Context: an optimization exercise on an open-source flow, tuned for small area. The choices shown serve that exercise and are no tape-out recipe.
In this exercise RTL edits were held to simulation tests only and were not proved equivalent to the original.
Power figures rest on the tool's default switching activity, not on a simulated workload. The clock port is modelled as an ideal driver; clocking choices that lean on that would not hold on a real chip.

`flow/config.mk`:
```
export PLATFORM = sky130hd
export DESIGN_NAME = dmxte
export DESIGN_NICKNAME = dmxte
export VERILOG_FILES = /design/flow/design.v
export SDC_FILE = /design/flow/constraint.sdc
export NUM_CORES = 4
export LEC_CHECK = 0
export CAP_MARGIN = 20
export CORE_MARGIN = 2
export CORE_UTILIZATION = 65
export CTS_BUF_LIST = sky130_fd_sc_hd__clkbuf_16
export CTS_CLUSTER_DIAMETER = 100
export CTS_CLUSTER_SIZE = 30
export PLACE_DENSITY = 0.75
export SLEW_MARGIN = 20
```
`flow/constraint.sdc`:
```
create_clock -name core_clock -period 1000.0 [get_ports {clk}]
set_input_delay 200.0000 -clock core_clock [delete_from_list [all_inputs] [get_ports {clk}]]
set_output_delay 200.0000 -clock core_clock [all_outputs]
set_load 0.01 [all_outputs]
```
`flow/design.v`:
```
`default_nettype none
module dmxte (
    input  wire         clk,
    input  wire         rst,           
    input  wire         rx_valid,
    input  wire [7:0]   rx_byte,
    output reg          resp_valid,
    output wire [111:0] resp_packet,   
    output reg          line
);
    localparam N = 128;
    localparam [2:0] R_IDLE = 3'd0, R_CMD = 3'd1, R_LEN_LO = 3'd2,
                     R_LEN_HI = 3'd3, R_DATA = 3'd4, R_CHECKSUM = 3'd5;
    localparam [2:0] S_IDLE = 3'd0, S_BREAK = 3'd1, S_MAB = 3'd2,
                     S_DATA = 3'd3, S_DRAIN = 3'd4;
    localparam [2:0] C_OK = 3'd0, C_CSUM = 3'd1, C_CMD = 3'd2, C_LEN = 3'd3,
                     C_ERR = 3'd4, C_STATUS = 3'd5, C_TIMING = 3'd6;
    localparam [24:0] FPS_UNIT = 25'd100000;
    reg [5:0]   refresh_hz;
    reg [9:0]   break_us;
    reg [6:0]   mab_us;
    reg         enabled;
    reg [31:0]  fc_l;
    reg [13:0]  fps_l;
    reg         c_d, e_d, s_d;
    reg [2:0]   rstate;
    reg [2:0]   rx_cmd;          
    reg [7:0]   rx_xor;
    reg [10:0]  rx_rem;          
    reg [2:0]   rx_idx;          
    reg         len_lt2, len_ne6;
    reg [7:0]   p0;              
    reg [9:0]   p_brk;
    reg [6:0]   p_mab;
    reg         p_bad;           
    reg         range_err;       
    reg [7:0]   wp;              
    reg [2:0]   rcode;
    reg         commit_d, clr_d, fs_d, fs_d2;
    reg [2:0]   estate;
    reg [9:0]   phase_cnt;
    reg [7:0]   slot;            
    reg [3:0]   bitp;            
    reg [1:0]   sub;
    reg [19:0]  since;           
    reg [9:0]   win_us;
    reg [10:0]  win_ms;
    reg         ms_pend;         
    reg [24:0]  z;               
    function [19:0] interval_us;     
        input [5:0] r;
        begin
            case (r)
        6'd1: interval_us = 20'd1000000;
        6'd2: interval_us = 20'd500000;
        6'd3: interval_us = 20'd333333;
        6'd4: interval_us = 20'd250000;
        6'd5: interval_us = 20'd200000;
        6'd6: interval_us = 20'd166666;
        6'd7: interval_us = 20'd142857;
        6'd8: interval_us = 20'd125000;
        6'd9: interval_us = 20'd111111;
        6'd10: interval_us = 20'd100000;
        6'd11: interval_us = 20'd90909;
        6'd12: interval_us = 20'd83333;
        6'd13: interval_us = 20'd76923;
        6'd14: interval_us = 20'd71428;
        6'd15: interval_us = 20'd66666;
        6'd16: interval_us = 20'd62500;
        6'd17: interval_us = 20'd58823;
        6'd18: interval_us = 20'd55555;
        6'd19: interval_us = 20'd52631;
        6'd20: interval_us = 20'd50000;
        6'd21: interval_us = 20'd47619;
        6'd22: interval_us = 20'd45454;
        6'd23: interval_us = 20'd43478;
        6'd24: interval_us = 20'd41666;
        6'd25: interval_us = 20'd40000;
        6'd26: interval_us = 20'd38461;
        6'd27: interval_us = 20'd37037;
        6'd28: interval_us = 20'd35714;
        6'd29: interval_us = 20'd34482;
        6'd30: interval_us = 20'd33333;
        6'd31: interval_us = 20'd32258;
        6'd32: interval_us = 20'd31250;
        6'd33: interval_us = 20'd30303;
        6'd34: interval_us = 20'd29411;
        6'd35: interval_us = 20'd28571;
        6'd36: interval_us = 20'd27777;
        6'd37: interval_us = 20'd27027;
        6'd38: interval_us = 20'd26315;
        6'd39: interval_us = 20'd25641;
        6'd40: interval_us = 20'd25000;
        6'd41: interval_us = 20'd24390;
        6'd42: interval_us = 20'd23809;
        6'd43: interval_us = 20'd23255;
                default: interval_us = 20'd22727;
            endcase
        end
    endfunction
    wire [15:0] len16    = {rx_byte, rx_rem[7:0]};
    wire        in_data  = rx_valid && (rstate == R_DATA);
    wire        pkt_done = rx_valid && (rstate == R_CHECKSUM);
    wire        csum_ok  = (rx_byte == rx_xor);
    reg        do_enable, do_disable, do_blackout, do_commit, do_timing;
    reg [2:0]  code;
    always @* begin
        do_enable   = 1'b0;
        do_disable  = 1'b0;
        do_blackout = 1'b0;
        do_commit   = 1'b0;
        do_timing   = 1'b0;
        code        = C_OK;
        if (!csum_ok) begin
            code = C_CSUM;
        end else begin
            case (rx_cmd)
                3'd1: begin     
                    if (len_lt2)        code = C_LEN;
                    else if (range_err) code = C_ERR;
                    else                do_commit = pkt_done;
                end
                3'd2: code = C_STATUS;
                3'd3: do_enable   = pkt_done;
                3'd4: do_disable  = pkt_done;
                3'd5: do_blackout = pkt_done;
                3'd6: begin     
                    if (len_ne6)    code = C_LEN;
                    else if (p_bad) code = C_ERR;
                    else            do_timing = pkt_done;
                end
                3'd7: code = C_TIMING;
                default: code = C_CMD;
            endcase
        end
    end
    wire       enabled_p1 = do_enable ? 1'b1 : do_disable ? 1'b0 : enabled;
    wire       frame_start;
    wire [5:0] refresh_p1 = (do_timing && p0[5:0] != 6'd0) ? p0[5:0] : refresh_hz;
    wire [9:0] break_p1   = (do_timing && p_brk != 10'd0) ? p_brk : break_us;
    wire [6:0] mab_p1     = (do_timing && p_mab != 7'd0) ? p_mab : mab_us;
    always @(posedge clk) begin
        if (rst) begin
            rstate <= R_IDLE;
        end else if (rx_valid) begin
            case (rstate)
                R_IDLE:
                    if (rx_byte == 8'hAA) rstate <= R_CMD;
                R_CMD:    rstate <= R_LEN_LO;
                R_LEN_LO: rstate <= R_LEN_HI;
                R_LEN_HI:
                    if (len16 > 16'd1024)    rstate <= R_IDLE;
                    else if (len16 == 16'd0) rstate <= R_CHECKSUM;
                    else                     rstate <= R_DATA;
                R_DATA:
                    if (rx_rem == 11'd1) rstate <= R_CHECKSUM;
                default:
                    rstate <= R_IDLE;
            endcase
        end
    end
    always @(posedge clk) begin
        if (rx_valid) begin
            rx_xor <= (rstate == R_IDLE) ? 8'hAA : rx_xor ^ rx_byte;
            case (rstate)
                R_CMD:
                    rx_cmd <= (rx_byte[7:3] == 5'd0) ? rx_byte[2:0] : 3'd0;
                R_LEN_LO:
                    rx_rem[7:0] <= rx_byte;
                R_LEN_HI: begin
                    rx_rem  <= len16[10:0];
                    rx_idx  <= 3'd0;
                    len_lt2 <= (len16 < 16'd2);
                    len_ne6 <= (len16 != 16'd6);
                    p_bad   <= 1'b0;
                end
                R_DATA: begin
                    rx_rem <= rx_rem - 11'd1;
                    if (rx_idx != 3'd7) rx_idx <= rx_idx + 3'd1;
                    case (rx_idx)
                        3'd0: begin
                            p0 <= rx_byte;
                            if (rx_byte > 8'd44) p_bad <= 1'b1;
                        end
                        3'd1: begin
                            if (rx_byte != 8'd0) p_bad <= 1'b1;
                            range_err <= (rx_byte != 8'd0) || (p0 > N);
                            wp <= p0;
                        end
                        3'd2: p_brk[7:0] <= rx_byte;
                        3'd3: begin
                            p_brk[9:8] <= rx_byte[1:0];
                            if (rx_byte[7:2] != 6'd0 ||
                                ({rx_byte[1:0], p_brk[7:0]} != 10'd0 &&
                                 ({rx_byte[1:0], p_brk[7:0]} < 10'd88 ||
                                  {rx_byte[1:0], p_brk[7:0]} > 10'd1000)))
                                p_bad <= 1'b1;
                        end
                        3'd4: begin
                            p_mab <= rx_byte[6:0];
                            if (rx_byte != 8'd0 && (rx_byte < 8'd8 || rx_byte > 8'd100))
                                p_bad <= 1'b1;
                        end
                        3'd5:
                            if (rx_byte != 8'd0) p_bad <= 1'b1;
                        default: ;
                    endcase
                    if (rx_idx >= 3'd2) begin
                        wp <= wp + 8'd1;
                        if (wp[7]) range_err <= 1'b1;
                    end
                end
                default: ;
            endcase
        end
    end
    wire       stage_we = in_data && (rx_idx >= 3'd2);
    wire       clr      = rst || do_blackout;
    wire [7:0] stage_d  = clr ? 8'd0 : rx_byte;
    wire [7:0] start    = p0;
    wire [7:0]  s_grp;
    wire [15:0] s_lin;
    wire [7:0]  u_all, u_end, u_beg, u_bth;
    wire [15:0] l_lt, l_ge, l_in;
    genvar h;
    generate
        for (h = 0; h < 8; h = h + 1) begin : grp
            wire ah = !start[7] && (start[6:4] < h);     
            wire bh = !start[7] && (start[6:4] == h);    
            wire ch = wp[7] || (wp[6:4] > h);            
            wire dh = !wp[7] && (wp[6:4] == h);          
            assign s_grp[h] = stage_we && (wp[6:4] == h);
            assign u_all[h] = clr_d || (commit_d && ah && ch);
            assign u_end[h] = commit_d && ah && dh;
            assign u_beg[h] = commit_d && bh && ch;
            assign u_bth[h] = commit_d && bh && dh;
        end
        for (h = 0; h < 16; h = h + 1) begin : lin
            assign s_lin[h] = (wp[3:0] == h);
            assign l_lt[h]  = (h < wp[3:0]);
            assign l_ge[h]  = (h >= start[3:0]);
            assign l_in[h]  = l_lt[h] && l_ge[h];
        end
    endgenerate
    wire [8*N-1:0] frame;
    genvar g;
    generate
        for (g = 0; g < N; g = g + 1) begin : ch
            reg  [7:0] stage_b;
            reg  [7:0] univ_b;
            reg  [7:0] frame_b;
            wire       s_en = clr || (s_grp[g/16] && s_lin[g%16]);
            wire       u_en = u_all[g/16] || (u_end[g/16] && l_lt[g%16]) ||
                              (u_beg[g/16] && l_ge[g%16]) || (u_bth[g/16] && l_in[g%16]);
            always @(posedge clk)
                if (s_en) stage_b <= stage_d;
            always @(posedge clk)
                if (u_en) univ_b <= stage_b;
            always @(posedge clk)
                if (fs_d2) frame_b <= univ_b;
            assign frame[8*g +: 8] = frame_b;
        end
    endgenerate
    always @(posedge clk) begin
        if (rst) begin
            commit_d <= 1'b0;
            clr_d    <= 1'b1;
            fs_d     <= 1'b0;
            fs_d2    <= 1'b0;
        end else begin
            commit_d <= do_commit;
            clr_d    <= do_blackout;
            fs_d     <= frame_start;
            fs_d2    <= fs_d;
        end
    end
    assign frame_start = enabled_p1 && (estate == S_IDLE) &&
                         (since >= interval_us(refresh_p1));
    wire slot_end  = (bitp == 4'd9) && (sub == 2'd3);
    wire complete  = (estate == S_DATA) && (slot == 8'd111) &&
                     (bitp == 4'd15) && (sub == 2'd1);
    wire last_tick = (estate == S_DRAIN) && (slot == 8'd127) && slot_end;
    wire [7:0] cur_byte = frame[8*slot[6:0] +: 8];
    wire       data_bit = slot[7] ? 1'b0 : cur_byte[bitp[2:0]];
    wire       ser_bit  = (bitp == 4'd15) ? 1'b0 : bitp[3] ? 1'b1 : data_bit;
    always @(posedge clk) begin
        if (rst) begin
            estate    <= S_IDLE;
            phase_cnt <= 10'd0;
            slot      <= 8'd0;
            bitp      <= 4'd0;
            sub       <= 2'd0;
            since     <= 20'hFFFFF;
            line      <= 1'b1;
        end else begin
            since <= frame_start ? 20'd1 : (since == 20'hFFFFF) ? since : since + 20'd1;
            case (estate)
                S_IDLE: begin
                    line <= !frame_start;
                    if (frame_start) begin
                        estate    <= S_BREAK;
                        phase_cnt <= break_p1;
                        slot      <= {1'b0, mab_p1};
                    end
                end
                S_BREAK: begin
                    if (phase_cnt > 10'd1) begin
                        phase_cnt <= phase_cnt - 10'd1;
                        line      <= 1'b0;
                    end else begin
                        phase_cnt <= {3'd0, slot[6:0]};
                        estate    <= S_MAB;
                        line      <= 1'b1;
                    end
                end
                S_MAB: begin
                    if (phase_cnt > 10'd1) begin
                        phase_cnt <= phase_cnt - 10'd1;
                        line      <= 1'b1;
                    end else begin
                        estate <= S_DATA;
                        slot   <= 8'hFF;
                        bitp   <= 4'd15;
                        sub    <= 2'd1;
                        line   <= 1'b0;      
                    end
                end
                default: begin   
                    line <= ser_bit;
                    sub  <= sub + 2'd1;
                    if (sub == 2'd3) begin
                        if (slot_end) begin
                            bitp <= 4'd15;
                            slot <= slot + 8'd1;
                        end else begin
                            bitp <= bitp + 4'd1;
                        end
                    end
                    if (complete)  estate <= S_DRAIN;
                    if (last_tick) estate <= S_IDLE;
                end
            endcase
        end
    end
    wire        div_slot = (estate == S_DATA) && (slot == 8'd110);
    wire        pend_set = div_slot && (bitp == 4'd15) && (sub == 2'd0);
    wire        ms_tick  = (win_us == 10'd999);
    wire        pend_now = pend_set ? (win_us >= 10'd955) : ms_pend;
    wire        div_big  = (win_ms >= 11'd1000) || (win_ms == 11'd999 && pend_now);
    wire        div_step = div_slot && !bitp[3] && !bitp[2] &&
                           ({bitp[1:0], sub} < 4'd14) && div_big;
    wire [11:0] div_t    = z[24:13];
    wire [12:0] div_sub  = {1'b0, div_t} - {2'b0, win_ms} - {12'd0, pend_now};
    wire        div_ge   = !div_sub[12];
    wire sample = complete && !do_enable && (win_ms >= 11'd1000);
    always @(posedge clk) begin
        if (rst) begin
            win_us   <= 10'd0;
            win_ms   <= 11'd0;
            ms_pend  <= 1'b0;
            z        <= FPS_UNIT;
            enabled  <= 1'b0;
            refresh_hz <= 6'd44;
            break_us <= 10'd150;
            mab_us   <= 7'd12;
            fc_l     <= 32'd0;
            fps_l    <= 14'd0;
            c_d      <= 1'b0;
            e_d      <= 1'b0;
            s_d      <= 1'b0;
        end else begin
            enabled    <= enabled_p1;
            refresh_hz <= refresh_p1;
            break_us   <= break_p1;
            mab_us     <= mab_p1;
            if (do_enable || sample) begin
                win_ms <= 11'd0;
                win_us <= 10'd1;
            end else if (ms_tick) begin
                win_ms <= win_ms + 11'd1;
                win_us <= 10'd0;
            end else begin
                win_us <= win_us + 10'd1;
            end
            ms_pend <= pend_now && !ms_tick;
            if (complete && !sample)
                z <= (do_enable ? FPS_UNIT : z) + FPS_UNIT;
            else if (do_enable || s_d)
                z <= FPS_UNIT;
            else if (div_step)
                z <= {div_ge ? div_sub[10:0] : div_t[10:0], z[12:0], div_ge};
            c_d  <= complete;
            e_d  <= do_enable;
            s_d  <= sample;
            fc_l <= (e_d ? 32'd0 : fc_l) + {31'd0, c_d};
            fps_l <= e_d ? 14'd0 : s_d ? z[13:0] : fps_l;
        end
    end
    always @(posedge clk) begin
        if (rst) resp_valid <= 1'b0;
        else     resp_valid <= pkt_done;
        if (pkt_done) rcode <= code;
    end
    reg [111:0] pkt;
    reg [7:0]   st, px;
    reg [71:0]  pl;
    integer     k;
    always @* begin
        case (rcode)
            C_CSUM:  st = 8'h02;
            C_CMD:   st = 8'h03;
            C_LEN:   st = 8'h04;
            C_ERR:   st = 8'hFF;
            default: st = 8'h00;
        endcase
        pl  = 72'd0;
        pkt = 112'd0;
        pkt[7:0]   = 8'hBB;
        pkt[15:8]  = st;
        if (rcode == C_STATUS) begin
            pl = {18'd0, fps_l, fc_l, 7'd0, enabled};
            px = 8'hBB ^ 8'h09;
            for (k = 0; k < 9; k = k + 1) px = px ^ pl[8*k +: 8];
            pkt[23:16]  = 8'h09;
            pkt[103:32] = pl;
            pkt[111:104] = px;
        end else if (rcode == C_TIMING) begin
            pl = {24'd0, 9'd0, mab_us, 6'd0, break_us, 10'd0, refresh_hz};
            px = 8'hBB ^ 8'h06;
            for (k = 0; k < 6; k = k + 1) px = px ^ pl[8*k +: 8];
            pkt[23:16]  = 8'h06;
            pkt[79:32]  = pl[47:0];
            pkt[87:80]  = px;
        end else begin
            px = 8'hBB ^ st;
            pkt[39:32] = px;
        end
    end
    assign resp_packet = pkt;
endmodule
`default_nettype wire
```
`flow/flow/run.sh`:
```
#!/bin/bash
# The standard layout (the standard.sh, standard synthesis unchanged), with three changes:
#  - clock tree synthesis adds no dummy loads (same clustering as config.mk);
#  - the port buffers are sky130_fd_sc_hd__buf_1 (the resizer may still upsize them);
#  - the resizer may resize a cell to one of another footprint (MATCH_CELL_FOOTPRINT=0), so it
#    can upsize a weak gate instead of adding a buffer after it.
# ORFS writes each step's full log under orfs/logs/; standard.log has make's own output.
set -euo pipefail
export CTS_ARGS="-sink_clustering_enable -repair_clock_nets -dont_use_dummy_load -buf_list sky130_fd_sc_hd__clkbuf_16 -sink_clustering_size 30 -sink_clustering_max_diameter 100"
export BUFFER_PORTS_ARGS="-buffer_cell sky130_fd_sc_hd__buf_1"
bash standard.sh MATCH_CELL_FOOTPRINT=0 finish > standard.log 2>&1
```
`flow/standard.sh`:
```
#!/bin/bash
# synth_recipe.tcl (not shown) runs the flow's synth.tcl, then flattens the netlist and writes it again
# the make line also repeats each setting of config.mk as NAME=value (left out here)
make -C /OpenROAD-flow-scripts/flow DESIGN_CONFIG=/design/flow/config.mk WORK_HOME=/design/flow/orfs CLKGATE_MAP_FILE= SYNTH_SCRIPT=/design/flow/synth_recipe.tcl "${@:-finish}"
```
==> run summary <==
[sequential cells by signal, summed over array words and instances (netlist names), 11 cells and up]
| name | count |
|---|---|
| ch.stage_b | 1024 |
| ch.univ_b | 1024 |
| rx_rem | 11 |
| ch.frame_b | 1024 |
| since | 20 |
| fc_l | 32 |
| fps_l | 14 |
| win_ms | 11 |
| z | 25 |
[Yosys cell counts, types with 30 or more instances]
library cell,number
xor2_1,49
nor3_1,71
clkbuf_1,205
nand2b_1,37
nand2_1,283
nand3_1,85
a211oi_1,35
buf_2,36
nor2b_1,40
buf_4,54
mux2i_1,93
inv_1,74
mux4_2,244
o221ai_1,92
xnor2_1,103
a21oi_1,248
and3_1,30
edfxtp_1,3137
ha_1,80
nor2_1,287
a22o_1,37
a31oi_1,31
nand4_1,30
o21ai_0,257
and2_1,52
dfxtp_1,176
a22oi_1,31
[critical path, delay by kind of cell]
kind	cells	cell delay, ps
multiplexers	1	590
buffers and inverters	2	1220
AO/OA/AOI/OAI	8	1860
AND/OR/NAND/NOR	8	2560
adder cells (fa/ha/maj)	2	880
[per-layer routing]
layer	part of all wire [%]	wire [um]
met5	0.080	233
met3	11	32410
met1	37	107600
met2	47	138500
met4	4.5	13010
[cell families after synthesis]
| kind of cell | count (synthesis) | share of synthesized area, % |
|---|---|---|
| multiplexers | 348 | 5.468 |
| AND/OR/NAND/NOR | 1034 | 4.178 |
| buffers and inverters | 406 | 1.573 |
| adder cells (fa/ha/maj) | 82 | 0.8691 |
| other | 2 | 0.006270 |
| flip-flops | 3313 | 81.59 |
| AO/OA/AOI/OAI | 964 | 5.207 |
| XOR/XNOR | 152 | 1.111 |
[worst paths after layout]
| kind | startpoint | end | slack (ps) |
|---|---|---|---|
| setup / recovery | rx_valid | slot[6] | 793540 |
| setup reg to reg | p0[1] | slot[6] | 992180 |
| hold reg to reg | ch[100].univ_b[7] | ch[100].frame_b[7] | 360 |
| hold / removal | ch[100].univ_b[7] | ch[100].frame_b[7] | 360 |
[cell type report]
cell class	instances	share of cell area (%)
tap	2464	2.425
clock buffer	130	2.558
multi-input combinational	2616	16.17
inverter	79	0.2332
antenna	8	0.01574
sequential	3313	76.87
timing repair buffer	324	1.727
[power groups by stage]
stage,combinational [W],sequential [W],clock (W)
after floorplan,0.00000650,0.000165,0
after global placement,0.0000108,0.000166,0
after detailed placement,0.0000110,0.000167,0
after CTS,0.0000111,0.000164,0.0000615
after global routing,0.0000120,0.000164,0.0000652
final,0.0000113,0.000164,0.0000608
[per-stage QoR]
step / hold slack, ps / instances / area, sq um / utilization, % / total power, W
5_1_grt: 375.3 / 8927 / 127100 / 69.44 / 0.0002415
2_1_floorplan: 400.3 / 6335 / 119900 / - / 0.0001719
3_5_place_dp: 404.5 / 8788 / 123700 / 67.58 / 0.0001777
6_report: 363.5 / 8934 / 127200 / 69.45 / 0.0002357
4_1_cts: 360.9 / 8918 / 127000 / 69.36 / 0.0002363
3_3_place_gp: 400.2 / 8786 / 123700 / 67.58 / 0.0001769
==> metrics.md <==
| Metric | Value |
|---|---|
| Vias in the first global route | 57130 |
| Gr busiest metal | met2 |
| Final min period | 206460 ps |
| Hold Crit Depth | 0 |
| Gr usage total | 31.51% |
| Reg power frac | 69.4% |
| Syn-to-layout area delta | 6.156% |
| Layout cells sized above 1 | 11.11% |
| Overflow after GRT | 0 |
| Cell internal pwr | 0.0001876 W |
| Pre-CTS setup slack | 792800 ps |
| Commonest cells after routing, fill and taps aside | edfxtp_1, nor2_1, nand2_1, a21oi_1, mux4_2 |
| Slowest CP cell | clkinv_1 |
| Initial antenna violation count | 20 |
| Die ar. | 187700 sq um |
| Drt pass-1 iters | 8 |
| Library cells used by synthesis | 93 |
| Pwr/cell area | 1.854 nW/um^2 |
| Clk pwr share | 25.8% |
| R2r worst-path depth | 21 |
| Max-Slew Margin vs Limit | 16.66% |
| Synthesized area | 119800 sq um |
| HP Class | flop to flop |
| Horiz. Die Dim | 433.3 um |
| Clock root cell | clkbuf_16 |
| Multi-input gate area | 20560 sq um |
| Routing usage on met1 | 43.50% |
| Count of final hold-check violations | 0 |
| Sequential Area | 97740 sq um |
| FP Rows | 157 |
| Post-CTS Resized | 0 |
| Net Switching | 0.00004810 W |
| Max Fanout on Critical Path | 16 |
| Setup TNS | 0 ps |
| Slew Limit Fails | 0 |
| Async set-reset flop share out of synthesis | 0% |
| Worst-path clk slew | 110 ps |
| Number of buffers added on ports | 88 |
| Skew final | 79.75 ps |
| H-tree levels | 4 |
| Switching Share | 20.40% |
| Yosys reg bits | 3313 |
| Leak | 40.48 nW |
| Setup bufs post-CTS | 0 |
| Num Clock Sinks | 3313 |
| Area leader, netlist | edfxtp_1 |
| Clock latency (worst-skew pair) | 860 ps |
| Worst vdd ir | 2.027 uV |
| Hold buffers post-CTS | 0 |
| Grt met3 use | 6.999% |
| Pin count of the biggest net entering global routing | 168 |
| Worst setup margin | 793540 ps |
| Outcome | complete, no violations |
| Top-area cell type share of the netlist area | 78.64% |
| Wirelength per Cell | 32.65 um |
| Post-Route WL | 291.7 mm |
| Antenna Violating Nets Remaining | 0 |
| CTS Buf Count | 130 |
| Ys Warns | 1 |
| Share of the clock period used by the worst path | 20.65% |
| Post-synth EDFFs | 3137 |
| Via count | 59240 |
| Critical-path cell list | buf_1, and4b_1, and2_1, and4_1, nand2_1, mux2_1, clkinv_1, ha_1, nand2_1, a211oi_1, a211oi_1, ha_1, nand2b_1, a21o_1, a21o_1, a21oi_1, o211ai_1, a31oi_1, nor4_2, or4_1, a221oi_1 |
| Top post-synthesis cells by area | edfxtp_1, mux4_2, dfxtp_1 |
| Worst setup path class | input port to flop |
| CP required | 1000700 ps |
| Nets | 6557 |
| CP peak stage delay | 630 ps |
| Crit. End Element | flop |
| GPL Wtd Cong | 1.033 |
| Primary FF master, synth | edfxtp_1 |
| # DRC | 0 |
| Vias per inst | 6.631 |
| Clock Path Buffers | 3 |
| I/O pins | 125 |
| Initial Util | 65.42% |
| Setup violators final | 0 |
| CTS tree | yes |
| Met2 usage | 49.84% |
| Synthesized area per cell | 19.01 sq um |
| Worst path arrival time | 207160 ps |
| Worst Max-Slew Pin Slew | 1250 ps |
| Core area | 183100 sq um |
| FMAX | 0.004844 GHz |
| Setup crit start kind | input port |
| Max-cap check violation count | 0 |
| Commonest non-fill, non-tap cell in the layout | edfxtp_1 |
| RSZ-0062 raised after global routing | no |
| Filler instances | 11190 |
| Die Y | 433.3 um |
| Post-Synthesis Cells | 6301 |
| Register area share after synthesis | 81.59% |
| First-pass GRT wire length | 414.3 mm |
| Initial drt markers | 8538 |
| Detail Placement HPWL | 185.9 mm |
| Comb power frac | 4.8% |

==> separate check: timing with driven ports <==
In the flow no input, the clock included, has a driving cell. The finished layout below was timed again as built, in two steps. Step 1, drivers: a clkbuf_16 drives clk and a buf_2 each remaining input, both assumed. Step 2, shift: input delay + t, output delay - t, t = (earliest + latest rising clock arrival at the registers) / 2. This alone moves slack from input paths to output paths. Slacks: ideal / step 1 / step 2; pairs: ideal / step 1.
shift t [ns]: 0.907
slack for setup (ns): 793.539 / 793.591 / 792.684
hold slack, ns: 0.364 / 0.364 / 0.364
worst register clock-pin slew, ns: 0.12 / 0.12
worst slew at a driven data input, ns: 0.04
After both steps setup and hold are still met in this run. The setup slack of this run moves by +0.052 ns with the drivers and by -0.855 ns with both steps.
